From an optimization exercise on the open Yosys and OpenROAD flow, aimed at a short achievable clock period and few clock cycles; shortcuts taken in it are not production practice. Where RTL was checked, it was by simulation tests only, not by an equivalence proof against the original. Function not checked in run 1: the RTL went through the layout flow alone. Power figures rest on the tool's default switching activity, not on a simulated workload.

$ cat flow/flow/run.sh
#!/bin/bash
set -euo pipefail
bash standard.sh SETUP_SLACK_MARGIN=7.2 finish > flow_make.log 2>&1
$ cat flow/constraint.sdc
create_clock -name core_clock -period 10.0 [get_ports {clk}]
set_input_delay 2.0000 -clock core_clock [delete_from_list [all_inputs] [get_ports {clk}]]
set_output_delay 2.0000 -clock core_clock [all_outputs]
set_load 0.01 [all_outputs]
$ cat flow/standard.sh
#!/bin/bash
# synth_recipe.tcl (not shown) runs the flow's synth.tcl, then flattens the netlist and writes it again
# the make line also repeats each setting of config.mk as NAME=value (left out here)
make -C /OpenROAD-flow-scripts/flow DESIGN_CONFIG=/design/flow/config.mk WORK_HOME=/design/flow/orfs CLKGATE_MAP_FILE= SYNTH_SCRIPT=/design/flow/synth_recipe.tcl "${@:-finish}"
$ cat flow/design.v
module snappy_dec (
    input  wire        clk,
    input  wire        rst,
    input  wire        start,
    input  wire [15:0] src_len,
    input  wire [15:0] dst_cap,
    output wire        busy,
    output reg         done,
    output reg  [7:0]  fault,
    output reg  [31:0] result,
    output reg  [31:0] info0,
    output reg  [31:0] info1,
    output reg         in_re,
    output reg  [15:0] in_addr,
    input  wire [7:0]  in_rdata,
    output reg         out_re,
    output reg  [15:0] out_raddr,
    input  wire [7:0]  out_rdata,
    output reg         out_we,
    output reg  [15:0] out_waddr,
    output reg  [7:0]  out_wdata
);
    localparam [7:0] F_NONE      = 8'h00;
    localparam [7:0] F_VARINT    = 8'h01;
    localparam [7:0] F_COPY_OFF  = 8'h02;
    localparam [7:0] F_LEN_MISM  = 8'h03;
    localparam [7:0] F_TRUNC     = 8'h04;
    localparam [7:0] F_OVERRUN   = 8'h05;
    localparam [7:0] F_DST_SMALL = 8'h21;
    localparam [1:0] M_MEM = 2'd0, M_H1 = 2'd1, M_H2 = 2'd2;
    reg        st_hdr;        
    reg        st_decl;       
    reg        st_tag;        
    reg        st_trl;        
    reg        st_lchk;       
    reg        st_pay;        
    reg        st_end;        
    reg        st_flt;        
    reg        upd;           
    reg        upd_sl;        
    reg        upd_c;         
    reg        upd_l;         
    reg        chk;           
    reg        chk_bad;       
    reg        big;           
    reg        busy_q;
    reg [15:0] src_len_q;
    reg [15:0] dst_cap_q;
    assign busy = busy_q;
    wire go = start & ~busy_q;
    reg        fin;           
    reg        fin_ok;
    reg  [15:0] na;           
    reg         rd_pend;      
    reg         fetch_en;
    reg  [7:0]  iq [0:3];
    reg  [1:0]  iq_wp, iq_rp;
    reg  [2:0]  iq_cnt;
    reg  [7:0]  hb;           
    reg         hv;           
    reg         pop;          
    wire [2:0]  iq_use = iq_cnt + {2'd0, hv} + {2'd0, in_re} + {2'd0, rd_pend};
    wire        issue = fetch_en && (iq_use < 3'd4) && (na != src_len_q);
    wire        h_take = !hv || pop;
    wire        iq_v = (iq_cnt != 3'd0);
    wire        iq_pop  = h_take && iq_v;
    wire        iq_push = rd_pend && !(h_take && !iq_v);
    always @(posedge clk) begin
        if (!busy_q || fin) begin
            in_addr <= 16'd0;
            na      <= (go & ~fin) ? 16'd1 : 16'd0;
        end else begin
            in_addr <= na;               
            if (issue) na <= na + 16'd1;
        end
    end
    always @(posedge clk) begin
        if (rst) begin
            in_re   <= 1'b0;
            rd_pend <= 1'b0;
            iq_wp   <= 2'd0;
            iq_rp   <= 2'd0;
            iq_cnt  <= 3'd0;
            hv      <= 1'b0;
        end else begin
            rd_pend <= in_re;
            if (!busy_q || fin)
                in_re <= go & ~fin;
            else
                in_re <= issue;
            if (fin) begin
                iq_wp  <= 2'd0;
                iq_rp  <= 2'd0;
                iq_cnt <= 3'd0;
                hv     <= 1'b0;
            end else begin
                if (iq_push) iq_wp <= iq_wp + 2'd1;
                if (iq_pop)  iq_rp <= iq_rp + 2'd1;
                if (iq_push && !iq_pop)      iq_cnt <= iq_cnt + 3'd1;
                else if (!iq_push && iq_pop) iq_cnt <= iq_cnt - 3'd1;
                if (h_take) hv <= iq_v || rd_pend;
            end
        end
    end
    always @(posedge clk) begin
        if (iq_push) iq[iq_wp] <= in_rdata;
        if (h_take) hb <= iq_v ? iq[iq_rp] : in_rdata;
    end
    reg         cq_lit  [0:3];
    reg  [1:0]  cq_mode [0:3];
    reg  [15:0] cq_len  [0:3];
    reg  [15:0] cq_src  [0:3];
    reg         cq_one  [0:3];
    reg  [2:0]  cq_wp, cq_rp;     
    wire [2:0]  cq_used  = cq_wp - cq_rp;
    wire        cq_v     = (cq_wp != cq_rp);
    wire        cq_stall = cq_used[2] || (cq_used[1:0] == 2'd3);
    reg         cq_push;
    reg         cq_pop;
    reg  [7:0]  lq [0:15];
    reg  [4:0]  lq_wp, lq_rp;     
    wire        lq_full = (lq_wp[3:0] == lq_rp[3:0]) && (lq_wp[4] != lq_rp[4]);
    wire        lq_v    = (lq_wp != lq_rp);
    reg         lq_push;
    reg         lq_pop;
    always @(posedge clk) begin
        if (rst || fin) begin
            cq_wp <= 3'd0; cq_rp <= 3'd0;
            lq_wp <= 5'd0; lq_rp <= 5'd0;
        end else begin
            if (cq_push) cq_wp <= cq_wp + 3'd1;
            if (cq_pop)  cq_rp <= cq_rp + 3'd1;
            if (lq_push) lq_wp <= lq_wp + 5'd1;
            if (lq_pop)  lq_rp <= lq_rp + 5'd1;
        end
    end
    reg  [16:0] rem;          
    reg         rem_z;        
    reg  [31:0] decl;         
    reg  [2:0]  vn;           
    reg  [16:0] P;            
    reg  [16:0] Pold;         
    reg  [16:0] room;         
    reg  [7:0]  tag;
    reg  [2:0]  tcnt;         
    reg  [2:0]  tidx;         
    reg  [31:0] trl;          
    reg  [16:0] pay;          
    reg  [16:0] alen;         
    reg         alen1;        
    reg  [7:0]  hbyte;        
    reg  [7:0]  f_code;
    reg  [1:0]  f_i0;         
    reg  [1:0]  f_i1;         
    reg  [7:0]  t_code;       
    reg  [1:0]  t_i0;
    reg  [1:0]  t_i1;
    wire [1:0]  hk  = hb[1:0];
    wire [5:0]  hu  = hb[7:2];
    reg  [2:0]  h_tcnt;
    always @(*) begin
        case (hk)
            2'b00:   h_tcnt = (hu >= 6'd60) ? ({1'b0, hu[1:0]} + 3'd1) : 3'd0;
            2'b01:   h_tcnt = 3'd1;
            2'b10:   h_tcnt = 3'd2;
            default: h_tcnt = 3'd4;
        endcase
    end
    wire        h_short = (hk == 2'b00) && (hu < 6'd60);
    wire [6:0]  h_len   = (hk == 2'b01) ? {4'd0, hu[2:0]} + 7'd4 : {1'b0, hu} + 7'd1;
    wire        h_f04t = (rem[16:3] == 14'd0) && (h_tcnt >= rem[2:0]);
    wire        t_f04 = (alen > rem);
    wire        t_f05 = (alen > room);
    wire [31:0] c_off = trl;
    wire        c_f02 = (c_off == 32'd0) || (c_off > {15'd0, P});
    wire        t_f04l = (upd_sl || upd_l) && (t_f04 || big);
    wire        t_f02c = upd_c && c_f02;
    wire        t_bad  = t_f04l || t_f02c || t_f05;
    reg  [31:0] vbits;
    always @(*) begin
        case (vn)
            3'd0:    vbits = {25'd0, hb[6:0]};
            3'd1:    vbits = {18'd0, hb[6:0], 7'd0};
            3'd2:    vbits = {11'd0, hb[6:0], 14'd0};
            3'd3:    vbits = {4'd0, hb[6:0], 21'd0};
            default: vbits = {hb[3:0], 28'd0};
        endcase
    end
    reg         cur_v;
    reg         s1_v;
    reg         s2_v;
    wire        exec_idle = !cur_v && !cq_v && !s1_v && !s2_v;
    always @(*) begin
        pop     = hv && ((st_hdr && !rem_z) || (st_tag && !rem_z && !cq_stall) || (st_trl && !cq_stall)
                         || (st_pay && !lq_full));
        cq_push = chk && !chk_bad;
        lq_push = st_pay && pop;
        fin     = (st_end && exec_idle) || (st_flt && !in_re && !rd_pend);
        fin_ok  = st_end;
    end
    always @(posedge clk) begin
        if (upd) begin
            cq_lit[cq_wp[1:0]]  <= !upd_c;
            cq_mode[cq_wp[1:0]] <= (c_off[15:0] == 16'd1) ? M_H1 : (c_off[15:0] == 16'd2) ? M_H2 : M_MEM;
            cq_len[cq_wp[1:0]]  <= alen[15:0];
            cq_src[cq_wp[1:0]]  <= P[15:0] - c_off[15:0];
            cq_one[cq_wp[1:0]]  <= alen1;
        end
        if (!lq_full)
            lq[lq_wp[3:0]]      <= hb;
    end
    always @(posedge clk) begin
        if (rst) begin
            st_hdr <= 1'b0; st_decl <= 1'b0; st_tag <= 1'b0; st_trl <= 1'b0;
            st_lchk <= 1'b0; st_pay <= 1'b0; st_end <= 1'b0; st_flt <= 1'b0;
            upd <= 1'b0; upd_sl <= 1'b0; upd_c <= 1'b0; upd_l <= 1'b0;
            chk <= 1'b0; chk_bad <= 1'b0;
            fetch_en <= 1'b0;
            busy_q <= 1'b0;
        end else begin
            upd <= 1'b0; upd_sl <= 1'b0; upd_c <= 1'b0; upd_l <= 1'b0;
            chk     <= upd && busy_q && !fin;
            chk_bad <= t_bad;
            if (!busy_q) begin
                if (go) begin
                    busy_q   <= 1'b1;
                    st_hdr   <= 1'b1;
                    fetch_en <= 1'b1;
                end
            end else if (fin) begin
                busy_q   <= 1'b0;
                st_end   <= 1'b0;
                st_flt   <= 1'b0;
                fetch_en <= 1'b0;
            end else begin
                if (upd_c) st_tag <= 1'b1;
                if (upd_l) st_pay <= 1'b1;
                if (st_hdr) begin
                    if (rem_z) begin
                        st_hdr <= 1'b0; st_flt <= 1'b1; fetch_en <= 1'b0;
                    end else if (hv) begin
                        if (!hb[7]) begin
                            st_hdr <= 1'b0; st_decl <= 1'b1;
                        end else if (vn == 3'd4) begin
                            st_hdr <= 1'b0; st_flt <= 1'b1; fetch_en <= 1'b0;
                        end
                    end
                end
                if (st_decl) begin
                    st_decl <= 1'b0;
                    if (decl > {16'd0, dst_cap_q}) begin
                        st_flt <= 1'b1; fetch_en <= 1'b0;
                    end else
                        st_tag <= 1'b1;
                end
                if (st_tag) begin
                    if (rem_z) begin
                        st_tag <= 1'b0; fetch_en <= 1'b0;
                        if (room == 17'd0)
                            st_end <= 1'b1;
                        else
                            st_flt <= 1'b1;
                    end else if (pop) begin
                        st_tag <= 1'b0;
                        if (h_f04t) begin
                            st_flt <= 1'b1; fetch_en <= 1'b0;
                        end else if (h_short) begin
                            st_pay <= 1'b1;
                            upd    <= 1'b1;
                            upd_sl <= 1'b1;
                        end else
                            st_trl <= 1'b1;
                    end
                end
                if (st_trl && pop && tidx + 3'd1 == tcnt) begin
                    st_trl <= 1'b0;
                    if (tag[1:0] == 2'b00)
                        st_lchk <= 1'b1;
                    else begin
                        upd   <= 1'b1;
                        upd_c <= 1'b1;
                    end
                end
                if (st_lchk) begin
                    if (!cq_stall) begin
                        st_lchk <= 1'b0;
                        upd     <= 1'b1;
                        upd_l   <= 1'b1;
                    end
                end
                if (st_pay && pop && pay == 17'd0) begin
                    st_pay <= 1'b0;
                    st_tag <= 1'b1;
                end
                if (chk && chk_bad) begin
                    st_hdr <= 1'b0; st_decl <= 1'b0; st_tag <= 1'b0; st_trl <= 1'b0;
                    st_lchk <= 1'b0; st_pay <= 1'b0; st_end <= 1'b0;
                    upd <= 1'b0; upd_sl <= 1'b0; upd_c <= 1'b0; upd_l <= 1'b0;
                    st_flt <= 1'b1; fetch_en <= 1'b0;
                end
            end
        end
    end
    always @(posedge clk) begin
        if (!busy_q) begin
            src_len_q <= src_len;
            dst_cap_q <= dst_cap;
            rem       <= {1'b0, src_len};
            rem_z     <= (src_len == 16'd0);
            decl      <= 32'd0;
            vn        <= 3'd0;
            P         <= 17'd0;
            Pold      <= 17'd0;
        end else begin
            if (pop) begin
                rem   <= rem - 17'd1;
                rem_z <= (rem == 17'd1);
            end
            if (upd) begin
                Pold <= P;
                P    <= P + alen;
                room <= room - alen;
            end
            if (st_hdr && hv) begin
                decl  <= decl | vbits;
                vn    <= vn + 3'd1;
                hbyte <= hb;
            end
            if (st_decl)
                room <= decl[16:0];
            if (st_tag) begin
                tag    <= hb;
                tcnt   <= h_tcnt;
                tidx   <= 3'd0;
                pay    <= {11'd0, hu};
                alen   <= {10'd0, h_len};
                alen1  <= (h_len == 7'd1);
                big    <= 1'b0;
            end
            if (st_trl && pop) begin
                case (tidx)
                    3'd0:    trl <= {21'd0, (tag[1:0] == 2'b01) ? tag[7:5] : 3'd0, hb};
                    3'd1:    trl[15:8]  <= hb;
                    3'd2:    trl[23:16] <= hb;
                    default: trl[31:24] <= hb;
                endcase
                tidx <= tidx + 3'd1;
            end
            if (st_lchk) begin
                alen  <= trl[16:0] + 17'd1;
                alen1 <= (trl[16:0] == 17'd0);
                pay   <= trl[16:0];
                big   <= (trl[31:17] != 15'd0) || (trl[16:0] == 17'h1ffff);
            end
            if (st_pay && pop)
                pay <= pay - 17'd1;
        end
    end
    always @(posedge clk) begin
        if (st_hdr && rem_z) begin
            f_code <= F_TRUNC; f_i0 <= 2'd0; f_i1 <= 2'd0;
        end
        if (st_hdr && !rem_z && hv) begin
            f_code <= F_VARINT; f_i0 <= 2'd1; f_i1 <= 2'd0;
        end
        if (st_decl) begin
            f_code <= F_DST_SMALL; f_i0 <= 2'd2; f_i1 <= 2'd1;
        end
        if (st_tag && rem_z) begin
            f_code <= F_LEN_MISM; f_i0 <= 2'd2; f_i1 <= 2'd3;
        end
        if (st_tag && !rem_z) begin
            f_code <= F_TRUNC; f_i0 <= 2'd2; f_i1 <= 2'd3;
        end
        if (upd) begin
            t_i0 <= t_f02c ? 2'd3 : 2'd2;
            if (t_f04l) begin
                t_code <= F_TRUNC;    t_i1 <= 2'd2;
            end else if (t_f02c) begin
                t_code <= F_COPY_OFF; t_i1 <= 2'd2;
            end else begin
                t_code <= F_OVERRUN;  t_i1 <= 2'd3;
            end
        end
        if (chk && chk_bad) begin
            f_code <= t_code; f_i0 <= t_i0; f_i1 <= t_i1;
        end
    end
    always @(posedge clk) begin
        if (rst)
            done <= 1'b0;
        else
            done <= fin;
    end
    always @(posedge clk) begin
        begin
            if (fin_ok) begin
                fault  <= F_NONE;
                result <= decl;
                info0  <= 32'd0;
                info1  <= 32'd0;
            end else begin
                fault  <= f_code;
                result <= 32'd0;
                case (f_i0)
                    2'd0:    info0 <= 32'd0;
                    2'd1:    info0 <= {24'd0, hbyte};
                    2'd2:    info0 <= decl;
                    default: info0 <= c_off;
                endcase
                case (f_i1)
                    2'd0:    info1 <= 32'd0;
                    2'd1:    info1 <= {16'd0, dst_cap_q};
                    2'd2:    info1 <= {15'd0, Pold};
                    default: info1 <= {15'd0, P};
                endcase
            end
        end
    end
    reg         cur_lit;
    reg  [1:0]  cur_mode;
    reg  [15:0] cur_cnt;
    reg         cur_last;
    reg  [15:0] cur_src;
    wire        x_iss  = cur_v && (!cur_lit || lq_v);
    wire        x_free = !cur_v || (x_iss && cur_last);
    wire        x_ld   = x_free && cq_v;
    always @(*) begin
        cq_pop = x_ld;
        lq_pop = x_iss && cur_lit;
    end
    reg  [1:0]  s1_sel;       
    reg  [7:0]  s1_b;
    reg  [1:0]  s2_sel;
    reg  [7:0]  s2_b;
    reg  [7:0]  hist1;        
    reg  [7:0]  hist2;        
    reg  [7:0]  nbyte;
    reg  [15:0] wa;           
    always @(*) begin
        case (s2_sel)
            2'd0:    nbyte = out_rdata;
            2'd1:    nbyte = hist1;
            2'd2:    nbyte = hist2;
            default: nbyte = s2_b;
        endcase
    end
    always @(posedge clk) begin
        if (rst || fin) begin
            cur_v    <= 1'b0;
            s1_v     <= 1'b0;
            s2_v     <= 1'b0;
            out_re   <= 1'b0;
            out_we   <= 1'b0;
        end else begin
            if (x_ld)
                cur_v <= 1'b1;
            else if (x_iss && cur_last)
                cur_v <= 1'b0;
            s1_v   <= x_iss;
            out_re <= x_iss && !cur_lit && (cur_mode == M_MEM);
            s2_v   <= s1_v;
            out_we <= s2_v;
        end
    end
    always @(posedge clk) begin
        if (x_ld) begin
            cur_lit  <= cq_lit[cq_rp[1:0]];
            cur_mode <= cq_mode[cq_rp[1:0]];
            cur_cnt  <= cq_len[cq_rp[1:0]];
            cur_last <= cq_one[cq_rp[1:0]];
            cur_src  <= cq_src[cq_rp[1:0]];
        end else if (x_iss) begin
            cur_cnt  <= cur_cnt - 16'd1;
            cur_last <= (cur_cnt == 16'd2);
            cur_src  <= cur_src + 16'd1;
        end
        if (!busy_q)
            wa <= 16'd0;
        else if (s2_v)
            wa <= wa + 16'd1;
        out_raddr <= cur_src;
        s1_sel    <= cur_lit ? 2'd3 : cur_mode;
        s1_b      <= lq[lq_rp[3:0]];
        s2_sel    <= s1_sel;
        s2_b      <= s1_b;
        out_waddr <= wa;
        out_wdata <= nbyte;
        if (s2_v) begin
            hist1 <= nbyte;
            hist2 <= hist1;
        end
    end
endmodule
$ cat flow/config.mk
export PLATFORM = sky130hd
export DESIGN_NAME = snappy_dec
export DESIGN_NICKNAME = snappy_dec
export VERILOG_FILES = /design/flow/design.v
export SDC_FILE = /design/flow/constraint.sdc
export NUM_CORES = 4
export LEC_CHECK = 0
export ABC_CLOCK_PERIOD_IN_PS = 3000
export CAP_MARGIN = 20
export CORE_MARGIN = 2
export CORE_UTILIZATION = 40
export CTS_CLUSTER_DIAMETER = 80
export CTS_CLUSTER_SIZE = 20
export SLEW_MARGIN = 20
==> results.txt, run 1 <==
placed inst area=39800 µm²; Worst path depth=1; starting density of the core=0.405; first drt pass iteration count=5; Area growth syn-to-layout=17.5%; Setup TNS=0 ps; worst skew pair latency=640 ps; worst r2r dst=room[16]$_DFFE_PP_; hold_sp=s1_b[0]$_DFF_P_; Setup violations, final=0; vias in the first global route=23300; CTS Root Cell=clkbuf_16; row count=between 100 and 150; die area=about 94000 µm²; IO Port Bufs=196; cell with the most instances after synthesis=edfxtp_1; reg2reg setup slack=7050 ps; status=timing/DRC/antenna clean; Core ar.=between 90000 and 100000 µm²; crit share post-route=0.313; Final Hold Viols=0; non-filler cells, final=around 4400; Clock Skew=between 30 and 40 ps; Crit path buffers/inverters=1; global-route wire length before repair=roughly 140000 µm; worst hold stages=0; Post-Syn Instances=between 2000 and 3000; cts hold-fix bufs=0; drc violations=0; critical path's slowest cell=dfxtp_4; GRT Residual Overflow=0; gr usage total=0.199; CTS Sinks=approximately 840; CP cell instances=buf_6; crit path kind=reg -> out; layout cells sized above 1=0.222; post-synthesis sequential area ratio=0.611; Syn Area/Cell=~13 µm²; PwrDens=approximately 170 nW/µm²; prevailing post-synth register cell=edfxtp_1; Die X=306 µm; Cell Area, Synth=around 37000 µm²; static leakage=about 16 nW; CP Capture Type=output port; Synth area leader=edfxtp_1; die height=approximately 310 µm; CTS tree=built; Worst Hold End=s2_b[0]$_DFF_P_; Tmin final=between 3000 and 4000 ps; vias per cell=approximately 5.4; Critical R2R Launch=alen[0]$_DFFE_PP_; Routed Antenna Nets=0; fraction of registers with async set/reset=0; Worst setup SP type=flip-flop; share of the synthesized area in the top cell type=0.448; detailed placer's ending HPWL=around 65000 µm; FF+latch count, synth=844; Top delay family on crit path=flip-flops; CTS buffer count=51; filler cell count=around 8000; initial antenna violation count=8; dpl cells=roughly 4200; RD Place Congestion=between 0.8 and 0.9; Worst Path Required=~8000 ps; Worst Hold Class=reg -> reg; crit-path max cell delay=~360 ps; I/O pins=between 200 and 250; largest net degree at the start of global routing=84; Post-synth EDFFs=545; nets=3330; YS warnings=1; Worst Tran Pin Value=1110 ps; largest cells by area after synthesis=edfxtp_1, dfxtp_1, mux4_2; RSZ-0062 raised after global routing=true; DR vias=~24000; DR WL/cell=approximately 22 µm; final wirelength=between 90000 and 100000 µm; Max VDD drop=approximately 0.00012 V; Clock Path Buffers=3; post-synthesis cell type count=90; crit path max fanout=2; CP arrival=about 1100 ps; FMAX=roughly 320 MHz; relative slew slack=0.259; max capacitance violation total=0; DR iter-0 viols=1995; FF-to-FF path depth=10; Clock H-tree levels=2; most frequent cells after synthesis=edfxtp_1, nor2_1, dfxtp_1; fin area=43000 µm²; max-slew violations=0; CTS clk-pin slew, worst paths=roughly 90 ps
-- layout by cell type, fill, tap and decap left out, types with 9 or more instances in the layout --
cell	count
mux2i_1	63
buf_12	9
o21a_1	21
mux2_2	23
inv_1	113
nor4_1	30
dfxtp_1	187
buf_4	108
a21o_1	28
a21oi_1	123
clkdlybuf4s50_1	37
mux4_2	92
nor2_1	292
clkbuf_16	53
buf_2	51
nor3_1	29
conb_1	19
nor2b_1	26
xor2_1	82
or3_1	20
and3_1	44
nand4_1	31
a22oi_1	10
nand3_1	51
edfxtp_1	545
buf_6	104
clkbuf_1	30
xnor2_1	87
and2_1	73
nor3b_1	10
nand2_1	164
dfxtp_2	104
o21ai_0	105
ha_1	132
nand2b_1	19
-- registers in the layout (all words and copies together) (netlist names), 32 cells and up, named ones only --
name	flops
cq_len	64
iq	32
cq_src	64
lq	128
decl	32
info0	32
trl	32
result	32
-- worst reg2reg max path, cell delays in order (launching register included) --
cell	delay [ps]
edfxtp_1	530
ha_2	270
fa_2	230
nor2b_2	50
o31a_1	290
o221a_4	260
a2111oi_4	330
o31ai_2	130
o41ai_2	280
xnor2_1	100
mux2_2	260
-- per-stage QoR --
step                utilization  power [mW]  hold slack (ps)  setup slack, ps
finish                    0.476        7.44              332             6870
global route              0.476        7.71              340             6840
CTS                       0.466        7.46              333             6850
detailed placement        0.441        5.08              314             6180
global placement          0.441        5.05              316             6170
floorplan                     -        4.70              310             7070
-- power breakdown --
group | internal, mW | switching, mW
Sequential | 3.98 | 0.126
Clock | 1.02 | 1.17
Combinational | 0.510 | 0.631
Total | 5.51 | 1.93
-- logic make-up after synthesis --
family / Yosys count / synth area share
AO/OA/AOI/OAI: 401 / 0.0690
XOR/XNOR: 172 / 0.0416
adder cells (fa/ha/maj): 149 / 0.0522
buffers and inverters: 276 / 0.0311
flip-flops: 844 / 0.611
multiplexers: 178 / 0.0810
other: 1 / 0.000103
AND/OR/NAND/NOR: 859 / 0.114
-- worst max path at each step --
stage / startpoint / end
floorplan: src_len[14] / rem_z$_DFFE_PP_
global placement: src_len[5] / rem_z$_DFFE_PP_
detailed placement: src_len[5] / rem_z$_DFFE_PP_
CTS: in_re$_SDFF_PP0_ / in_re
global route: in_re$_SDFF_PP0_ / in_re
finish: in_re$_SDFF_PP0_ / in_re
-- layout make-up --
| class | count | area, µm² | area share |
|---|---|---|---|
| clock inverters | 10 | 115 | 0.00268 |
| flip-flops and latches | 844 | 22500 | 0.524 |
| diodes | 1 | 2.50 | 0.0000582 |
| well taps | 1176 | 1470 | 0.0342 |
| multi-input cells | 1779 | 13800 | 0.322 |
| repair buffers | 327 | 3080 | 0.0716 |
| inverters | 127 | 490 | 0.0114 |
| clock buffers | 86 | 1470 | 0.0341 |
-- layer usage --
layer / GRT usage / vias up / share of wire
li1: - / 10900 / -
met1: 0.275 / 11900 / 0.44
met2: 0.330 / 755 / 0.48
met3: 0.0243 / 133 / 0.058
met4: 0.0544 / 0 / 0.026
met5: 0 / - / 0
-- timing repair --
action | CTS | global route
buffers inserted | 52 | 39
gates cloned | 6 | 0
endpoints found under the setup margin | 530 | 336
pin swaps | 25 | 33
gates resized for setup | 829 | 140
==> run 2: changes to the inputs <==
--- a/flow/design.v
+++ b/flow/design.v
@@ -176,6 +176,7 @@
     wire        t_f04l = (upd_sl || upd_l) && (t_f04 || big);
     wire        t_f02c = upd_c && c_f02;
     wire        t_bad  = t_f04l || t_f02c || t_f05;
+    wire        decl_big = (decl > {16'd0, dst_cap_q});
     reg  [31:0] vbits;
     always @(*) begin
         case (vn)
@@ -233,6 +234,7 @@
                 st_flt   <= 1'b0;
                 fetch_en <= 1'b0;
             end else begin
+                st_decl <= 1'b0;
                 if (upd_c) st_tag <= 1'b1;
                 if (upd_l) st_pay <= 1'b1;
                 if (st_hdr) begin
@@ -240,19 +242,12 @@
                         st_hdr <= 1'b0; st_flt <= 1'b1; fetch_en <= 1'b0;
                     end else if (hv) begin
                         if (!hb[7]) begin
-                            st_hdr <= 1'b0; st_decl <= 1'b1;
+                            st_hdr <= 1'b0; st_decl <= 1'b1; st_tag <= 1'b1;
                         end else if (vn == 3'd4) begin
                             st_hdr <= 1'b0; st_flt <= 1'b1; fetch_en <= 1'b0;
                         end
                     end
                 end
-                if (st_decl) begin
-                    st_decl <= 1'b0;
-                    if (decl > {16'd0, dst_cap_q}) begin
-                        st_flt <= 1'b1; fetch_en <= 1'b0;
-                    end else
-                        st_tag <= 1'b1;
-                end
                 if (st_tag) begin
                     if (rem_z) begin
                         st_tag <= 1'b0; fetch_en <= 1'b0;
@@ -298,6 +293,11 @@
                     upd <= 1'b0; upd_sl <= 1'b0; upd_c <= 1'b0; upd_l <= 1'b0;
                     st_flt <= 1'b1; fetch_en <= 1'b0;
                 end
+                if (st_decl && decl_big) begin
+                    st_tag <= 1'b0; st_trl <= 1'b0; st_pay <= 1'b0; st_end <= 1'b0;
+                    upd <= 1'b0; upd_sl <= 1'b0; upd_c <= 1'b0; upd_l <= 1'b0;
+                    st_flt <= 1'b1; fetch_en <= 1'b0;
+                end
             end
         end
     end
@@ -323,11 +323,10 @@
             end
             if (st_hdr && hv) begin
                 decl  <= decl | vbits;
+                room  <= decl[16:0] | vbits[16:0];
                 vn    <= vn + 3'd1;
                 hbyte <= hb;
             end
-            if (st_decl)
-                room <= decl[16:0];
             if (st_tag) begin
                 tag    <= hb;
                 tcnt   <= h_tcnt;
@@ -363,15 +362,15 @@
         if (st_hdr && !rem_z && hv) begin
             f_code <= F_VARINT; f_i0 <= 2'd1; f_i1 <= 2'd0;
         end
-        if (st_decl) begin
-            f_code <= F_DST_SMALL; f_i0 <= 2'd2; f_i1 <= 2'd1;
-        end
         if (st_tag && rem_z) begin
             f_code <= F_LEN_MISM; f_i0 <= 2'd2; f_i1 <= 2'd3;
         end
         if (st_tag && !rem_z) begin
             f_code <= F_TRUNC; f_i0 <= 2'd2; f_i1 <= 2'd3;
         end
+        if (st_decl && decl_big) begin
+            f_code <= F_DST_SMALL; f_i0 <= 2'd2; f_i1 <= 2'd1;
+        end
         if (upd) begin
             t_i0 <= t_f02c ? 2'd3 : 2'd2;
             if (t_f04l) begin
@@ -424,7 +423,7 @@
     reg  [15:0] cur_src;
     wire        x_iss  = cur_v && (!cur_lit || lq_v);
     wire        x_free = !cur_v || (x_iss && cur_last);
-    wire        x_ld   = x_free && cq_v;
+    wire        x_ld   = x_free && (cq_v || cq_push);    
     always @(*) begin
         cq_pop = x_ld;
         lq_pop = x_iss && cur_lit;
==> flow/run.sh (new file) <==
#!/bin/bash
# synth_recipe.tcl (not shown) runs the flow's synth.tcl, then flattens the netlist and writes it again
# the make line also repeats each setting of config.mk as NAME=value (left out here)
make -C /OpenROAD-flow-scripts/flow DESIGN_CONFIG=/design/flow/config.mk WORK_HOME=/design/flow/orfs CLKGATE_MAP_FILE= SYNTH_SCRIPT=/design/flow/synth_recipe.tcl finish
--- a/flow/config.mk
+++ b/flow/config.mk
@@ -8,7 +8,8 @@
 export ABC_CLOCK_PERIOD_IN_PS = 3000
 export CAP_MARGIN = 20
 export CORE_MARGIN = 2
-export CORE_UTILIZATION = 40
+export CORE_UTILIZATION = 60
 export CTS_CLUSTER_DIAMETER = 80
 export CTS_CLUSTER_SIZE = 20
+export SETUP_SLACK_MARGIN = 5
 export SLEW_MARGIN = 20
removed: flow/flow/run.sh
removed: flow/standard.sh
==> results.txt, run 2 <==
status=timing/DRC/antenna clean; M1 wire length=37900 µm (-8.8%); Max VDD drop=0.000152 V (+31%); CTS Sinks=844 (unchanged); die area=63000 µm² (-33%); Post-synth EDFFs=545 (unchanged); Post-Syn Instances=2872 (-0.28%); Top delay family on crit path=buffers and inverters; simple logic cell fraction of the synthesized area=0.115 (+0.00124); Clock H-tree levels=2 (unchanged); relative slew slack=0.260 (+0.000660); post-synthesis adder-cell area fraction=0.0521 (-0.0000910); global-route wire length before repair=135000 µm (-5.2%); worst skew pair latency=620 ps (-20 ps); crit path kind=reg -> out; non-filler cells, final=3847 (-12%); detailed placer's ending HPWL=61100 µm (-6.3%); FF+latch count, synth=844 (unchanged); crit path capture=in_re; Crit path buffers/inverters=1 (unchanged); Worst Tran Pin Value=1100 ps (-9.47 ps); final wirelength=88900 µm (-6.8%); Core ar.=60400 µm² (-33%); starting density of the core=0.607 (+0.202); crit path max fanout=4 (+2); mux cell area share after synthesis=0.0842 (+0.00321); Critical Path Source=in_re$_SDFF_PP0_; Syn Area/Cell=12.8 µm² (+0.45%); RSZ-0062 raised after global routing=false; post-cts resize count=0 (-100%); nets=3225 (-3.2%); cts hold-fix bufs=0 (unchanged); GRT Residual Overflow=0 (unchanged); layout cells sized above 1=0.0838 (-0.138); commonest cells after routing, fill and taps aside=edfxtp_1, dfxtp_1, nor2_1, clkdlybuf4s50_1, ha_1; CP cell instances=clkdlybuf4s50_1; DR vias=23000 (-2.6%); Flop pwr share=0.571 (+0.020); largest net degree at the start of global routing=73 (-13%); initial antenna violation count=1 (-7); Worst Path Required=8000 ps (about the same); clock network power share=0.293 (-0.002); most frequent cells after synthesis=edfxtp_1, dfxtp_1, nor2_1; row count=90 (-18%); Logic pwr share=0.137 (-0.016); CTS clk-pin slew, worst paths=90 ps (about the same); dpl cells=3755 (-9.6%); DR iter-0 viols=2135 (+7.0%); prevailing post-synth register cell=edfxtp_1; static leakage=14.6 nW (-6.2%); DR WL/cell=23.1 µm (+5.4%); fraction of registers with async set/reset=0 (unchanged); Clock Path Buffers=3 (unchanged); share of the synthesized area in the top cell type=0.447 (-0.000780); CTS tree=built; Synth Area in Compound Gates=0.0657 (-0.00330); Area growth syn-to-layout=11.3%; Die X=251 µm (-18%); setup repair bufs after CTS=0 (-100%); drc violations=0 (unchanged); RD Place Congestion=0.910 (+1.2%); largest cells by area after synthesis=edfxtp_1, dfxtp_1, mux4_2; CTS buffer count=50 (-2.0%); met3 routed WL=5830 µm (+5.6%); gr usage total=0.283 (+0.0845); WL met2=42500 µm (-7.4%); die height=251 µm (-18%); Ant. Diodes=0 (-1); Top Layer Used=met4; Setup TNS=0 ps (unchanged); XOR/XNOR Fraction of Synth Area=0.0411 (-0.000482); crit-path max cell delay=610 ps (+250 ps); max reg flops=128 (unchanged); worst r2r dst=trl[9]$_DFFE_PP_; vias per cell=5.98 (+10%); first drt pass iteration count=7 (+2); Worst Hold Class=reg -> reg; Internal=5.33 mW (-3.2%); vias in the first global route=22700 (-2.5%); reg2reg setup slack=6340 ps (-710 ps); cell with the most instances after synthesis=edfxtp_1; Critical R2R Launch=cq_rp[0]$_SDFFE_PP0P_; Worst path depth=1 (unchanged); CTS Root Cell=clkbuf_16; final setup margin=6330 ps (-545 ps); Routed Antenna Nets=0 (unchanged); Tmin final=3670 ps (+545 ps); max-slew violations=0 (unchanged); YS warnings=1 (unchanged); I/O pins=216 (unchanged); FMAX=272 MHz (-15%); max capacitance violation total=0 (unchanged); Setup violations, final=0 (unchanged); Synth area leader=edfxtp_1; commonest non-fill, non-tap cell in the layout=edfxtp_1; crit share post-route=0.367 (+0.0545); CP Capture Type=output port; IO Port Bufs=196 (unchanged); post-synthesis sequential area ratio=0.610 (-0.00107); Switching Fraction=0.259 (-0.000505); critical path's slowest cell=clkdlybuf4s50_1; FF-to-FF path depth=8 (-2); largest family of logic cells by synthesized area=simple AND/OR/NAND/NOR gates; Cell Area, Synth=36600 µm² (+0.17%); Clock Skew=23.2 ps (-9.76 ps); Worst setup SP type=flip-flop; CP arrival=1670 ps (+540 ps); pre-CTS WS=6250 ps (+72.0 ps); PwrDens=177 nW/µm² (+1.9%); NetSw=1.86 mW (-3.5%); Final Hold Viols=0 (unchanged); post-synthesis cell type count=79 (-12%)
## run 2: cell types whose count changed after synthesis, moves of 12 or more
cell     delta
nand2_1    -30
and2_1     +20
o21ai_0    -19
nor3_1     +18
a22oi_1    +15
a21oi_1    -13
or3_1      -12
## run 2: layout make-up
| cell class | instances | area [µm²] |
|---|---|---|
| Inverter | 131 | 494 |
| Tap cell | 782 | 978 |
| Sequential cell | 844 | 22400 |
| Timing Repair Buffer | 235 | 2250 |
| Clock buffer | 83 | 1390 |
| Fill cell | 4366 | 19600 |
| Clock inverter | 9 | 106 |
| Multi-Input combinational cell | 1763 | 13200 |
## run 2: through the flow
stage	instance area [µm²]	util	power [mW]	hold WS, ps
final	40800	0.675	7.20	329
after global routing	40800	0.675	7.45	337
after CTS	40800	0.675	7.24	330
after detailed placement	39300	0.651	5.16	312
after global placement	39300	0.651	5.13	310
after floorplan	36700	-	4.74	310
## run 2: worst register-to-register path, stage by stage (launching register included)
cell and delay [ps]:
dfxtp_1 540, ha_1 220, inv_1 50, fa_1 430, nor2b_1 170, nor3_2 380, o31a_1 320, nand3_1 270
nor3_1 930
## run 2: logic make-up after synthesis
group,count (synthesis)
AO/OA/AOI/OAI,387
flip-flops,844
multiplexers,189
AND/OR/NAND/NOR,847
adder cells (fa/ha/maj),149
buffers and inverters,283
other,1
XOR/XNOR,172
## run 2: worst min-delay path by stage
stage / start / endpoint / slack, ps / cells past startpoint
after floorplan: s1_b[0]$_DFF_P_ / s2_b[0]$_DFF_P_ / 310 / 0
after global placement: s1_b[0]$_DFF_P_ / s2_b[0]$_DFF_P_ / 310 / 0
after detailed placement: s1_b[0]$_DFF_P_ / s2_b[0]$_DFF_P_ / 310 / 0
after CTS: s1_b[1]$_DFF_P_ / s2_b[1]$_DFF_P_ / 330 / 0
after global routing: s1_b[2]$_DFF_P_ / s2_b[2]$_DFF_P_ / 340 / 0
final: s1_b[2]$_DFF_P_ / s2_b[2]$_DFF_P_ / 330 / 0
## run 2: routing by layer
layer | up-vias | track usage
li1 | 10700 | -
met1 | 11400 | 0.398
met2 | 816 | 0.466
met3 | 139 | 0.0353
met4 | 0 | 0.0847
met5 | - | 0
## run 2: power by group through the flow
stage / clock [mW] / combinational (mW) / sequential (mW)
finish: 2.11 / 0.983 / 4.11
global route: 2.26 / 1.06 / 4.12
CTS: 2.15 / 0.978 / 4.11
detailed placement: 0 / 0.972 / 4.19
global placement: 0 / 0.947 / 4.18
floorplan: 0 / 0.552 / 4.19
Testbench counts of run 2, summed over its fixed seeds: cycles 151,834.
==> run 3: changes to the inputs <==
==> flow/flow/run.sh (new file) <==
#!/bin/bash
set -euo pipefail
bash standard.sh SETUP_SLACK_MARGIN=7.2 finish > flow_make.log 2>&1
==> flow/standard.sh (new file) <==
#!/bin/bash
# synth_recipe.tcl (not shown) runs the flow's synth.tcl, then flattens the netlist and writes it again
# the make line also repeats each setting of config.mk as NAME=value (left out here)
make -C /OpenROAD-flow-scripts/flow DESIGN_CONFIG=/design/flow/config.mk WORK_HOME=/design/flow/orfs CLKGATE_MAP_FILE= SYNTH_SCRIPT=/design/flow/synth_recipe.tcl "${@:-finish}"
--- a/flow/config.mk
+++ b/flow/config.mk
@@ -11,5 +11,4 @@
 export CORE_UTILIZATION = 60
 export CTS_CLUSTER_DIAMETER = 80
 export CTS_CLUSTER_SIZE = 20
-export SETUP_SLACK_MARGIN = 5
 export SLEW_MARGIN = 20
removed: flow/run.sh
==> results.txt, run 3 <==
prevailing post-synth register cell=edfxtp_1; most frequent cells after synthesis=edfxtp_1, dfxtp_1, nor2_1; FF-to-FF path depth=9 (+1); Synth area leader=edfxtp_1; Worst Path Required=8000 ps (about the same); DR vias=23500 (+2.1%); M1 wire length=39000 µm (+2.9%); Area growth syn-to-layout=14.8%; Switching Fraction=0.260 (+0.000907); Worst Hold Class=reg -> reg; initial antenna violation count=2 (+1); FF+latch count, synth=844 (unchanged); detailed placer's ending HPWL=60900 µm (-0.31%); die area=63000 µm² (unchanged); Post-synth EDFFs=545 (unchanged); WL met2=43600 µm (+2.6%); CP cell instances=buf_12 -> buf_6; Ant. Diodes=0 (unchanged); cell with the most instances after synthesis=edfxtp_1; static leakage=15.5 nW (+6.5%); CTS tree=built; Internal=5.44 mW (+2.0%); PwrDens=175 nW/µm² (-0.96%); status=timing/DRC/antenna clean; met3 routed WL=6000 µm (+3.0%); NetSw=1.91 mW (+2.5%); FMAX=311 MHz (+14%); post-synthesis cell type count=79 (unchanged); Critical R2R Launch=rem_z$_DFFE_PP_; drc violations=0 (unchanged); gr usage total=0.287 (+0.00407); Final Hold Viols=0 (unchanged); CTS Root Cell=clkbuf_16; CTS buffer count=49 (-2.0%); nets=3307 (+2.5%); Max VDD drop=0.000158 V (+4.3%); Tmin final=3210 ps (-458 ps); worst hold stages=0 (unchanged); Post-Syn Instances=2872 (unchanged); critical path's slowest cell=dfxtp_4; Core ar.=60400 µm² (unchanged); crit share post-route=0.321 (-0.0458); CP Capture Type=output port; largest cells by area after synthesis=edfxtp_1, dfxtp_1, mux4_2; crit path max fanout=2 (-2); RD Place Congestion=0.900 (-1.1%); cts hold-fix bufs=0 (unchanged); reg2reg setup slack=7200 ps (+860 ps); post-synthesis sequential area ratio=0.610 (unchanged); global-route wire length before repair=137000 µm (+0.86%); worst r2r dst=iq[0][2]$_DFFE_PP_; layout cells sized above 1=0.212 (+0.128); max capacitance violation total=0 (unchanged); fraction of registers with async set/reset=0 (unchanged); Worst setup SP type=flip-flop; RSZ-0062 raised after global routing=true; row count=90 (unchanged); Pwr Total=7.35 mW (+2.1%); max-slew violations=0 (unchanged); hold_sp=s1_b[7]$_DFF_P_; vias in the first global route=22700 (-0.12%); starting density of the core=0.607 (unchanged); Clock H-tree levels=2 (unchanged); Worst Hold End=s2_b[7]$_DFF_P_; DR WL/cell=23.3 µm (+0.97%); Flop pwr share=0.560 (-0.011); crit-path max cell delay=360 ps (-250 ps); YS warnings=1 (unchanged); CP arrival=1210 ps (-460 ps); I/O pins=216 (unchanged); Logic pwr share=0.152 (+0.015); commonest non-fill, non-tap cell in the layout=edfxtp_1; clock network power share=0.288 (-0.005); Syn Area/Cell=12.8 µm² (unchanged); Setup TNS=0 ps (unchanged); GRT Residual Overflow=0 (unchanged); largest net degree at the start of global routing=74 (+1.4%); Top Layer Used=met4; commonest cells after routing, fill and taps aside=edfxtp_1, nor2_1, dfxtp_1, ha_1, nand2_1; DR iter-0 viols=1923 (-9.9%); Cell Area, Synth=36600 µm² (unchanged); Routed Antenna Nets=0 (unchanged); max reg flops=128 (unchanged); Clock Path Buffers=3 (unchanged); CTS clk-pin slew, worst paths=90 ps (about the same); IO Port Bufs=196 (unchanged); Clock Skew=24.4 ps (+1.23 ps); share of the synthesized area in the top cell type=0.447 (unchanged); Die X=251 µm (unchanged); die height=251 µm (unchanged); final wirelength=91700 µm (+3.1%); crit path kind=reg -> out; worst skew pair latency=630 ps (about the same); CTS Sinks=844 (unchanged); Setup violations, final=0 (unchanged); vias per cell=5.98 (about the same); relative slew slack=0.365 (+0.105); first drt pass iteration count=5 (-2); Worst Tran Pin Value=951 ps (-151 ps)
## run 3: cell counts after synthesis
Identical to the previous run, type by type.
## run 3: through the flow
| stage | utilization | worst slack (ps) | instances | hold WS [ps] | instance area [µm²] |
|---|---|---|---|---|---|
| after floorplan | - | 7070 | 2890 | 310 | 36800 |
| after global placement | 0.651 | 6270 | 3751 | 312 | 39300 |
| after detailed placement | 0.651 | 6170 | 3751 | 312 | 39300 |
| after CTS | 0.682 | 6760 | 3893 | 331 | 41200 |
| after global routing | 0.697 | 6760 | 3929 | 337 | 42000 |
| final | 0.697 | 6790 | 3929 | 331 | 42000 |
## run 3: layout make-up
| cell class | instances | area (µm²) |
|---|---|---|
| fill | 4338 | 18300 |
| clock inverter | 5 | 43.8 |
| multi-input combinational | 1765 | 13700 |
| tap | 782 | 978 |
| inverter | 131 | 504 |
| sequential | 844 | 22500 |
| timing repair buffer | 316 | 2890 |
| clock buffer | 86 | 1440 |
## run 3: worst max path at each step
stage                      startpoint           endpoint  slack, ps  cells after the start
finish              busy_q$_SDFF_PP0_               busy       6790                      2
global route        busy_q$_SDFF_PP0_               busy       6760                      2
CTS                 busy_q$_SDFF_PP0_               busy       6760                      2
detailed placement                rst  out_re$_SDFF_PP0_       6170                      4
global placement                  rst  out_re$_SDFF_PP0_       6270                      4
floorplan                 src_len[14]    rem_z$_DFFE_PP_       7070                      4
## run 3: power groups by stage
stage               Combinational [mW]  Clock [mW]  Sequential [mW]
floorplan                        0.568           0             4.19
global placement                 0.945           0             4.18
detailed placement               0.972           0             4.19
CTS                               1.07        2.14             4.11
global route                      1.19        2.27             4.14
finish                            1.12        2.12             4.12
## run 3: cells by family after synthesis
| kind of cell | share of synthesized area |
|---|---|
| AND/OR/NAND/NOR | 0.115 |
| flip-flops | 0.610 |
| AO/OA/AOI/OAI | 0.0657 |
| buffers and inverters | 0.0316 |
| multiplexers | 0.0842 |
| XOR/XNOR | 0.0411 |
| adder cells (fa/ha/maj) | 0.0521 |
| other | 0.000102 |
## run 3: metal layers
layer,track usage,up-vias
met2,0.465,823
met3,0.0371,165
met1,0.406,11700
met4,0.0963,0
li1,-,10800
met5,0,-
## run 3: timing repair
| action | CTS | global route |
|---|---|---|
| buffers inserted | 44 | 35 |
| setup endpoints to repair | 427 | 290 |
| pin swaps | 18 | 33 |
| hold endpoints to repair | 0 | 0 |
| cloned | 7 | 1 |
| gates resized for setup | 765 | 164 |
## run 3: worst max-delay path: cells and delay by family, from the launching register on
family                 cells  cell delay, ps
DFF                        1             360
buffers and inverters      2             230
==> run 4: changes to the inputs <==
--- a/flow/design.v
+++ b/flow/design.v
@@ -43,11 +43,12 @@
     reg        chk;           
     reg        chk_bad;       
     reg        big;           
-    reg        busy_q;
+    reg        busy_q;        
+    reg        idle;          
     reg [15:0] src_len_q;
     reg [15:0] dst_cap_q;
     assign busy = busy_q;
-    wire go = start & ~busy_q;
+    wire go = start & idle;
     reg        fin;           
     reg        fin_ok;
     reg  [15:0] na;           
@@ -66,7 +67,7 @@
     wire        iq_pop  = h_take && iq_v;
     wire        iq_push = rd_pend && !(h_take && !iq_v);
     always @(posedge clk) begin
-        if (!busy_q || fin) begin
+        if (idle || fin) begin
             in_addr <= 16'd0;
             na      <= (go & ~fin) ? 16'd1 : 16'd0;
         end else begin
@@ -84,7 +85,7 @@
             hv      <= 1'b0;
         end else begin
             rd_pend <= in_re;
-            if (!busy_q || fin)
+            if (idle || fin)
                 in_re <= go & ~fin;
             else
                 in_re <= issue;
@@ -218,18 +219,21 @@
             chk <= 1'b0; chk_bad <= 1'b0;
             fetch_en <= 1'b0;
             busy_q <= 1'b0;
+            idle   <= 1'b1;
         end else begin
             upd <= 1'b0; upd_sl <= 1'b0; upd_c <= 1'b0; upd_l <= 1'b0;
-            chk     <= upd && busy_q && !fin;
+            chk     <= upd && !idle && !fin;
             chk_bad <= t_bad;
-            if (!busy_q) begin
+            if (idle) begin
                 if (go) begin
                     busy_q   <= 1'b1;
+                    idle     <= 1'b0;
                     st_hdr   <= 1'b1;
                     fetch_en <= 1'b1;
                 end
             end else if (fin) begin
                 busy_q   <= 1'b0;
+                idle     <= 1'b1;
                 st_end   <= 1'b0;
                 st_flt   <= 1'b0;
                 fetch_en <= 1'b0;
@@ -302,7 +306,7 @@
         end
     end
     always @(posedge clk) begin
-        if (!busy_q) begin
+        if (idle) begin
             src_len_q <= src_len;
             dst_cap_q <= dst_cap;
             rem       <= {1'b0, src_len};
@@ -474,7 +478,7 @@
             cur_last <= (cur_cnt == 16'd2);
             cur_src  <= cur_src + 16'd1;
         end
-        if (!busy_q)
+        if (idle)
             wa <= 16'd0;
         else if (s2_v)
             wa <= wa + 16'd1;
--- a/flow/config.mk
+++ b/flow/config.mk
@@ -8,7 +8,7 @@
 export ABC_CLOCK_PERIOD_IN_PS = 3000
 export CAP_MARGIN = 20
 export CORE_MARGIN = 2
-export CORE_UTILIZATION = 60
+export CORE_UTILIZATION = 75
 export CTS_CLUSTER_DIAMETER = 80
 export CTS_CLUSTER_SIZE = 20
 export SLEW_MARGIN = 20
==> results.txt, run 4 <==
die height=225 µm (-10%); status=timing/DRC/antenna clean; Syn Area/Cell=12.7 µm² (-0.34%); filler cell count=2045 (-53%); vias in the first global route=25100 (+11%); simple logic cell fraction of the synthesized area=0.109 (-0.00545); commonest cells after routing, fill and taps aside=edfxtp_1, nor2_1, dfxtp_1, nand2_1, inv_1; non-filler cells, final=3772 (-4.0%); CTS Sinks=845 (+0.12%); dpl cells=3585 (-4.4%); most frequent cells after synthesis=edfxtp_1, dfxtp_1, nor2_1; vias per cell=6.87 (+15%); worst skew pair latency=630 ps (about the same); GRT Residual Overflow=0 (unchanged); cell with the most instances after synthesis=edfxtp_1; critical path's slowest cell=fa_1; CTS Root Cell=clkbuf_16; CP cell instances=inv_4 -> ha_4 -> inv_2 -> fa_1 -> nand2b_1 -> o211ai_1 -> o221ai_2 -> inv_2 -> nand2_4 -> a21oi_4 -> ha_4 -> inv_2 -> fa_2 -> xor2_1 -> nor2_1 -> xnor2_1 -> nor2_1; fraction of registers with async set/reset=0 (unchanged); static leakage=15.7 nW (+0.75%); CTS buffer count=48 (-2.0%); RSZ-0062 raised after global routing=true; commonest non-fill, non-tap cell in the layout=edfxtp_1; crit path max fanout=4 (+2); DR WL/cell=27.9 µm (+20%); Post-synth EDFFs=545 (unchanged); mux cell area share after synthesis=0.0828 (-0.00143); die area=50500 µm² (-20%); Cell Area, Synth=36600 µm² (-0.17%); relative slew slack=0.187 (-0.178); reg2reg setup slack=6780 ps (-420 ps); Area growth syn-to-layout=14.5%; gr usage total=0.401 (+0.114); DR vias=25900 (+10%); Min Hold Slack=331 ps (-0.0400 ps); Routed Antenna Nets=0 (unchanged); CP arrival=3730 ps (+2520 ps); Clock Skew=29.2 ps (+4.76 ps); CP Capture Type=flip-flop; DR iter-0 viols=3997 (+110%); Tmin final=3220 ps (+2.69 ps); largest net degree at the start of global routing=73 (-1.4%); max reg flops=128 (unchanged); first drt pass iteration count=8 (+3); max-slew violations=0 (unchanged); nets=3316 (+0.27%); crit path kind=reg -> reg; IO Port Bufs=196 (unchanged); max capacitance violation total=0 (unchanged); FMAX=311 MHz (about the same); FF+latch count, synth=845 (+0.12%); I/O pins=216 (unchanged); Final Hold Viols=0 (unchanged); Synth Area in Compound Gates=0.0663 (+0.000589); initial antenna violation count=4 (+2); detailed placer's ending HPWL=61100 µm (+0.33%); row count=80 (-11%); largest family of logic cells by synthesized area=simple AND/OR/NAND/NOR gates; Worst Hold Class=reg -> reg; Worst setup SP type=flip-flop; starting density of the core=0.763 (+0.156); Critical Path Source=cq_wp[0]$_SDFFE_PP0P_; Worst Path Required=10510 ps (+2510 ps); cts hold-fix bufs=0 (unchanged); global-route wire length before repair=150000 µm (+10%); post-synthesis cell type count=71 (-10%); CTS tree=built; Post-Syn Instances=2877 (+0.17%); Worst Tran Pin Value=1220 ps (+268 ps); Setup TNS=0 ps (unchanged); cell mode on critical path=inv_2; crit-path max cell delay=480 ps (+120 ps); drc violations=0 (unchanged); layout cells sized above 1=0.214 (+0.00238); largest cells by area after synthesis=edfxtp_1, dfxtp_1, mux4_2; final wirelength=105000 µm (+15%); RD Place Congestion=0.946 (+5.1%); hold_sp=s1_b[3]$_DFF_P_; crit share post-route=0.322 (about the same); YS warnings=1 (unchanged); prevailing post-synth register cell=edfxtp_1; Critical R2R Launch=cq_wp[0]$_SDFFE_PP0P_; Post-Route Utilization=0.873 (+0.177); CTS clk-pin slew, worst paths=80 ps (about the same); Die X=225 µm (-10%); Setup violations, final=0 (unchanged); Clock Path Buffers=3 (unchanged); post-synthesis sequential area ratio=0.612 (+0.00157); Synth area leader=edfxtp_1; Max VDD drop=0.000172 V (+8.8%); Core ar.=47900 µm² (-21%); XOR/XNOR Fraction of Synth Area=0.0438 (+0.00270); share of the synthesized area in the top cell type=0.448 (+0.000749); post-synthesis adder-cell area fraction=0.0526 (+0.000430); Clock H-tree levels=2 (unchanged); PwrDens=179 nW/µm² (+2.3%)
## run 4: repair_timing
item | 4_1_cts | 5_1_grt
gates cloned | 4 | 1
gates resized for setup | 802 | 155
buffers inserted | 51 | 39
endpoints found under the setup margin | 413 | 397
pin swaps | 28 | 42
## run 4: power breakdown
group          leakage [nW]  total, mW  switching [mW]  internal, mW
clock network         0.670       2.08            1.13         0.942
logic                  7.46       1.27           0.736         0.533
registers              7.52       4.14           0.152          3.99
total                  15.7       7.49            2.02          5.47
## run 4: path summary, 6_finish.rpt
| kind | cells past startpoint | to |
|---|---|---|
| worst min register to register | 0 | s2_b[3]$_DFF_P_ |
| worst min-delay path | 0 | s2_b[3]$_DFF_P_ |
| worst max-delay path | 17 | iq_cnt[2]$_SDFFE_PP0P_ |
| worst max register to register | 17 | iq_cnt[2]$_SDFFE_PP0P_ |
## run 4: through the flow
stage                     worst slack (ps)  cell area [µm²]  power, mW
after global placement                5690            39000       5.12
final                                 6780            41900       7.49
after detailed placement              5650            39000       5.18
after CTS                             6860            41000       7.32
after floorplan                       7010            36700       4.78
after global routing                  6760            41900       7.63
## run 4: per-layer routing
metal / track usage / wire length (µm) / vias to the layer above
li1: - / - / 10800
met5: 0 / 13 / -
met1: 0.516 / 35900 / 12500
met2: 0.655 / 50500 / 2121
met4: 0.202 / 6500 / 2
met3: 0.0803 / 12300 / 519
## run 4: cells by family after synthesis
kind of cell	after synthesis
simple gates	821
compound gates	395
xor+xnor	183
fa+ha+maj	150
flops	845
buf+inv	298
other cells	1
mux	184
## run 4: final cells by class
| class | count | area, µm² | area share |
|---|---|---|---|
| Timing Repair Buffer | 324 | 2990 | 0.0714 |
| Sequential cell | 845 | 22500 | 0.538 |
| Clock buffer | 86 | 1380 | 0.0328 |
| Antenna cell | 3 | 7.51 | 0.000179 |
| Tap cell | 615 | 769 | 0.0184 |
| Multi-Input combinational cell | 1753 | 13600 | 0.325 |
| Clock inverter | 3 | 33.8 | 0.000807 |
| Inverter | 143 | 547 | 0.0131 |
## run 4: worst max-delay path, delay by kind of cell (launching register included)
kind	cells	cell delay, ps
adder cells (fa/ha/maj)	4	1110
AND/OR/NAND/NOR	4	470
buffers and inverters	4	270
flip-flops	1	360
XOR/XNOR	2	310
AO/OA/AOI/OAI	3	590
Testbench counts of run 4, summed over its fixed seeds: cycles 151,834.
==> run 5: changes to the inputs <==
--- a/flow/config.mk
+++ b/flow/config.mk
@@ -8,7 +8,7 @@
 export ABC_CLOCK_PERIOD_IN_PS = 3000
 export CAP_MARGIN = 20
 export CORE_MARGIN = 2
-export CORE_UTILIZATION = 75
+export CORE_UTILIZATION = 60
 export CTS_CLUSTER_DIAMETER = 80
 export CTS_CLUSTER_SIZE = 20
 export SLEW_MARGIN = 20
==> results.txt, run 5 <==
Post-synth EDFFs=545 (unchanged); Synth area leader=edfxtp_1; FF+latch count, synth=845 (unchanged); CTS buffer count=49 (+2.1%); CTS clk-pin slew, worst paths=90 ps (about the same); commonest non-fill, non-tap cell in the layout=edfxtp_1; RSZ-0062 raised after global routing=true; post-synthesis cell type count=71 (unchanged); gr usage total=0.285 (-0.116); Setup TNS=0 ps (unchanged); crit path kind=reg -> out; relative slew slack=0.276 (+0.0885); XOR/XNOR Fraction of Synth Area=0.0438 (unchanged); Worst Path Required=8000 ps (-2510 ps); global-route wire length before repair=136000 µm (-9.3%); static leakage=15.6 nW (-0.44%); largest net degree at the start of global routing=92 (+26%); PwrDens=177 nW/µm² (-0.99%); die height=251 µm (+12%); first drt pass iteration count=5 (-3); Max VDD drop=0.000145 V (-16%); Clock H-tree levels=2 (unchanged); commonest cells after routing, fill and taps aside=edfxtp_1, nor2_1, dfxtp_1, nand2_1, ha_1; Min Hold Slack=332 ps (+0.768 ps); detailed placer's ending HPWL=59800 µm (-2.2%); max-slew violations=0 (unchanged); largest cells by area after synthesis=edfxtp_1, dfxtp_1, mux4_2; most frequent cells after synthesis=edfxtp_1, dfxtp_1, nor2_1; die area=62900 µm² (+25%); worst skew pair latency=640 ps (about the same); post-synthesis adder-cell area fraction=0.0526 (unchanged); Synth Area in Compound Gates=0.0663 (unchanged); Pwr Total=7.42 mW (-0.95%); fraction of registers with async set/reset=0 (unchanged); Tmin final=3140 ps (-76.4 ps); Syn Area/Cell=12.7 µm² (unchanged); Top delay family on crit path=flip-flops; Final Hold Viols=0 (unchanged); FF-to-FF path depth=12 (-5); CTS tree=built; Worst Hold End=s2_b[7]$_DFF_P_; final wirelength=90700 µm (-14%); RD Place Congestion=0.886 (-6.3%); GRT Residual Overflow=0 (unchanged); DR WL/cell=23.1 µm (-17%); dpl cells=3750 (+4.6%); Core ar.=60200 µm² (+26%); Routed Antenna Nets=0 (unchanged); cell with the most instances after synthesis=edfxtp_1; DR iter-0 viols=2112 (-47%); crit-path max cell delay=380 ps (-100 ps); CTS Root Cell=clkbuf_16; Ant. Diodes=0 (-3); Setup violations, final=0 (unchanged); Critical R2R Launch=room[0]$_DFFE_PP_; max capacitance violation total=0 (unchanged); Post-Syn Instances=2877 (unchanged); largest family of logic cells by synthesized area=simple AND/OR/NAND/NOR gates; row count=90 (+13%); Clock Skew=37.7 ps (+8.55 ps); I/O pins=216 (unchanged); worst r2r dst=room[16]$_DFFE_PP_; starting density of the core=0.607 (-0.156); status=timing/DRC/antenna clean; Clock Path Buffers=3 (unchanged); share of the synthesized area in the top cell type=0.448 (unchanged); Worst setup SP type=flip-flop; placed inst area=39200 µm² (+0.49%); YS warnings=1 (unchanged); prevailing post-synth register cell=edfxtp_1; CP arrival=1140 ps (-2590 ps); drc violations=0 (unchanged); crit share post-route=0.314 (-0.00764); CP Capture Type=output port; simple logic cell fraction of the synthesized area=0.109 (unchanged); max reg flops=128 (unchanged); critical path's slowest cell=dfxtp_4; layout cells sized above 1=0.202 (-0.0127); DR vias=23300 (-9.9%); IO Port Bufs=196 (unchanged); Worst Tran Pin Value=1090 ps (-133 ps); hold_sp=s1_b[7]$_DFF_P_; vias per cell=5.94 (-13%); worst hold stages=0 (unchanged); nets=3308 (-0.24%); fin area=41900 µm² (about the same); initial antenna violation count=3 (-1); Area growth syn-to-layout=14.6% (about the same); reg2reg setup slack=7040 ps (+260 ps); mux cell area share after synthesis=0.0828 (unchanged); Cell Area, Synth=36600 µm² (unchanged); Die X=251 µm (+12%); Worst Hold Class=reg -> reg; vias in the first global route=22700 (-9.7%); CP cell instances=buf_6; non-filler cells, final=3927 (+4.1%); crit path max fanout=1 (-3); Crit path buffers/inverters=1 (-3); FMAX=318 MHz (+2.4%); CTS Sinks=845 (unchanged); post-synthesis sequential area ratio=0.612 (unchanged)
[run 5: logic make-up after synthesis]
logic type	Yosys count
flip-flops	845
AND/OR/NAND/NOR	821
AO/OA/AOI/OAI	395
buffers and inverters	298
multiplexers	184
XOR/XNOR	183
adder cells (fa/ha/maj)	150
other	1
[run 5: metrics by stage]
| step | util | setup slack, ps |
|---|---|---|
| final | 0.695 | 6860 |
| after global routing | 0.695 | 6840 |
| after CTS | 0.681 | 6840 |
| after detailed placement | 0.651 | 5700 |
| after global placement | 0.651 | 5740 |
| after floorplan | - | 7010 |
[run 5: repair_timing]
action                     CTS  global route
gates resized for setup    754           140
setup endpoints to repair  387           373
pin swaps                   29            51
cloned                       3             2
setup buffers               45            38
hold buffers                 0             0
[run 5: worst max path at each step]
| stage | startpoint | endpoint | cells past startpoint |
|---|---|---|---|
| after floorplan | cq_wp[0]$_SDFFE_PP0P_ | iq_cnt[2]$_SDFFE_PP0P_ | 17 |
| after global placement | rst | out_re$_SDFF_PP0_ | 4 |
| after detailed placement | rst | out_re$_SDFF_PP0_ | 4 |
| after CTS | out_we$_SDFF_PP0_ | out_we | 1 |
| after global routing | out_we$_SDFF_PP0_ | out_we | 1 |
| final | out_we$_SDFF_PP0_ | out_we | 1 |
[run 5: area by class of cell]
class                   instances  area (µm²)
flip-flops and latches        845       22500
fillers                      4232       18400
multi-input cells            1753       13600
repair buffers                315        2800
clock buffers                  83        1400
well taps                     782         978
inverters                     143         549
clock inverters                 6        75.1
[run 5: metal layers]
layer  share of wire  track usage
met3           0.067       0.0385
met4           0.027       0.0782
met2            0.48        0.464
met5               0            0
met1            0.43        0.406
[run 5: report_power, final]
group | switching, mW | internal [mW] | leakage, nW | total [mW]
clock network | 1.11 | 0.987 | 0.709 | 2.10
logic | 0.689 | 0.511 | 7.37 | 1.20
registers | 0.131 | 3.99 | 7.51 | 4.12
total | 1.93 | 5.49 | 15.6 | 7.42
==> run 6: changes to the inputs <==
--- a/flow/config.mk
+++ b/flow/config.mk
@@ -9,6 +9,4 @@
 export CAP_MARGIN = 20
 export CORE_MARGIN = 2
 export CORE_UTILIZATION = 60
-export CTS_CLUSTER_DIAMETER = 80
-export CTS_CLUSTER_SIZE = 20
 export SLEW_MARGIN = 20
==> results.txt, run 6 <==
status=timing/DRC/antenna clean; Clock Path Buffers=3 (unchanged); layout cells sized above 1=0.226 (+0.0245); footprint of the multi-input gates=13700 µm² (+0.67%); largest net degree at the start of global routing=92 (unchanged); Worst Hold Class=reg -> reg; filler cell count=4038 (-4.6%); pre-CTS WS=5700 ps (unchanged); Worst Hold End=s2_b[7]$_DFF_P_; Core ar.=60200 µm² (unchanged); post-synthesis sequential area ratio=0.612 (unchanged); GRT Residual Overflow=0 (unchanged); crit-path max cell delay=380 ps (about the same); dpl cells=3750 (unchanged); Worst Tran Pin Value=1110 ps (+19.0 ps); Max VDD drop=0.000174 V (+20%); crit path kind=reg -> out; largest cells by area after synthesis=edfxtp_1, dfxtp_1, mux4_2; row count=90 (unchanged); Clock Skew=29.6 ps (-8.07 ps); hold_sp=s1_b[7]$_DFF_P_; crit path max fanout=1 (unchanged); Area growth syn-to-layout=18.9%; CTS tree=built; Worst Path Required=8000 ps (about the same); cts hold-fix bufs=0 (unchanged); CTS Root Cell=clkbuf_16; Setup violations, final=0 (unchanged); RSZ-0062 raised after global routing=true; Seq. cell area=22500 µm² (about the same); CTS clk-pin slew, worst paths=60 ps (-30 ps); Post-synth EDFFs=545 (unchanged); worst hold stages=0 (unchanged); DR vias=23800 (+2.1%); share of the synthesized area in the top cell type=0.448 (unchanged); worst skew pair latency=640 ps (about the same); reg2reg setup slack=7010 ps (-30 ps); max capacitance violation total=0 (unchanged); critical path's slowest cell=dfxtp_4; initial antenna violation count=2 (-1); static leakage=16.4 nW (+5.0%); global-route wire length before repair=140000 µm (+2.4%); Syn Area/Cell=12.7 µm² (unchanged); I/O pins=216 (unchanged); PwrDens=197 nW/µm² (+11%); RD Place Congestion=0.886 (unchanged); final setup margin=6870 ps (+15.8 ps); relative slew slack=0.263 (-0.0127); DR iter-0 viols=1911 (-9.5%); IO Port Bufs=196 (unchanged); commonest cells after routing, fill and taps aside=edfxtp_1, nor2_1, dfxtp_1, nand2_1, inv_1; first drt pass iteration count=5 (unchanged); placed inst area=39200 µm² (unchanged); Worst setup SP type=flip-flop; max-slew violations=0 (unchanged); Die X=251 µm (unchanged); Routed Antenna Nets=0 (unchanged); Setup TNS=0 ps (unchanged); FMAX=320 MHz (+0.51%); YS warnings=1 (unchanged); Clock H-tree levels=3 (+1); gr usage total=0.293 (+0.00807); fraction of registers with async set/reset=0 (unchanged); Synth area leader=edfxtp_1; Tmin final=3130 ps (-15.8 ps); nets=3357 (+1.5%); Post-Route Utilization=0.722 (+0.0266); die area=62900 µm² (unchanged); starting density of the core=0.607 (unchanged); CTS Sinks=845 (unchanged); FF-to-FF path depth=12 (unchanged); Post-Syn Instances=2877 (unchanged); vias per cell=5.94 (about the same); Critical R2R Launch=room[0]$_DFFE_PP_; CP Capture Type=output port; detailed placer's ending HPWL=59800 µm (unchanged); DR WL/cell=23.2 µm (+0.46%); worst r2r dst=room[16]$_DFFE_PP_; die height=251 µm (unchanged); most frequent cells after synthesis=edfxtp_1, dfxtp_1, nor2_1; post-synthesis cell type count=71 (unchanged); Cell Area, Synth=36600 µm² (unchanged); CP cell instances=buf_6; Final Hold Viols=0 (unchanged); final wirelength=93100 µm (+2.6%); FF+latch count, synth=845 (unchanged); prevailing post-synth register cell=edfxtp_1; drc violations=0 (unchanged); commonest non-fill, non-tap cell in the layout=edfxtp_1; Top delay family on crit path=flip-flops; Crit path buffers/inverters=1 (unchanged); CTS buffer count=86 (+76%); cell with the most instances after synthesis=edfxtp_1; non-filler cells, final=4012 (+2.2%); fin area=43500 µm² (+3.8%); CP arrival=1130 ps (about the same); crit share post-route=0.313 (-0.00158); max reg flops=128 (unchanged); vias in the first global route=23300 (+2.9%)
## run 6: cell counts after synthesis
No cell type changed its count.
## run 6: kinds of logic after synthesis
logic type               synth area share
flip-flops                          0.612
AND/OR/NAND/NOR                     0.109
AO/OA/AOI/OAI                      0.0663
buffers and inverters              0.0332
multiplexers                       0.0828
XOR/XNOR                           0.0438
adder cells (fa/ha/maj)            0.0526
other                            0.000103
## run 6: metal layers
metal,wire [µm],vias to the layer above,part of all wire,track usage
met4,3100,0,0.033,0.103
met1,38500,11800,0.41,0.404
met5,0,-,0,0
met3,7110,180,0.076,0.0496
met2,44400,926,0.48,0.474
li1,-,10900,-,-
## run 6: power breakdown
group,switching (mW),internal [mW],total (mW)
Clock,1.35,1.88,3.23
Sequential,0.132,3.99,4.13
Combinational,0.698,0.515,1.21
Total,2.18,6.39,8.57
## run 6: metrics by stage
stage               total power [mW]  hold slack [ps]
floorplan                       4.78              310
global placement                5.16              314
detailed placement              5.19              313
CTS                             8.53              328
global route                    8.84              329
finish                          8.57              326
## run 6: worst max-delay path by stage
stage / start / end / slack [ps] / cells after the start
3_3_place_gp: rst / out_re$_SDFF_PP0_ / 5740 / 4
3_5_place_dp: rst / out_re$_SDFF_PP0_ / 5700 / 4
6_report: out_we$_SDFF_PP0_ / out_we / 6870 / 1
2_1_floorplan: cq_wp[0]$_SDFFE_PP0P_ / iq_cnt[2]$_SDFFE_PP0P_ / 7010 / 17
4_1_cts: out_we$_SDFF_PP0_ / out_we / 6860 / 1
5_1_grt: out_we$_SDFF_PP0_ / out_we / 6870 / 1
## run 6: final cells by class
class / count / share of cell area
Sequential cell: 845 / 0.517
Multi-Input combinational cell: 1753 / 0.315
Timing Repair Buffer: 327 / 0.0669
Clock buffer: 125 / 0.0575
Tap cell: 782 / 0.0225
Inverter: 143 / 0.0127
Clock inverter: 36 / 0.00834
Antenna cell: 1 / 0.0000575
## run 6: repair_timing
| action | CTS | global route |
|---|---|---|
| cloned | 3 | 2 |
| setup endpoints to repair | 387 | 364 |
| setup buffers | 47 | 48 |
| resized for setup | 757 | 157 |
| pin swaps | 31 | 54 |

-- separate check: timing with driven ports --
Ports are ideal in the flow. The routed layouts listed here were re-timed in OpenROAD.
Step 1 sets driving cells, clkbuf_16 on the clock port and buf_2 on the other inputs (assumed; they add their load-dependent delay and slew).
Step 2 times the ports against the registers' clock, not the clock port: input delays grow and output delays shrink by t, the midpoint of the rising clock arrivals with the driver on.
Three values: ideal, step 1, step 2; two values: the first two.
| run | shift t [ns] | setup slack, ns | worst setup path at the end |
|---|---|---|---|
| run 1 | 0.688 | 6.872 / 6.808 / 6.560 | input to register |
| run 2 | 0.673 | 6.327 / 6.263 / 6.183 | input to register |
| run 3 | 0.675 | 6.785 / 6.724 / 6.569 | input to register |
| run 4 | 0.689 | 6.782 / 6.782 / 6.604 | input to register |
| run 5 | 0.682 | 6.859 / 6.795 / 6.615 | input to register |
| run 6 | 0.693 | 6.875 / 6.809 / 6.621 | input to register |
After both steps setup and hold are still met in every run listed. The setup slack of run 1, which loses most, moves by -0.064 ns with the drivers and by -0.312 ns with both steps.
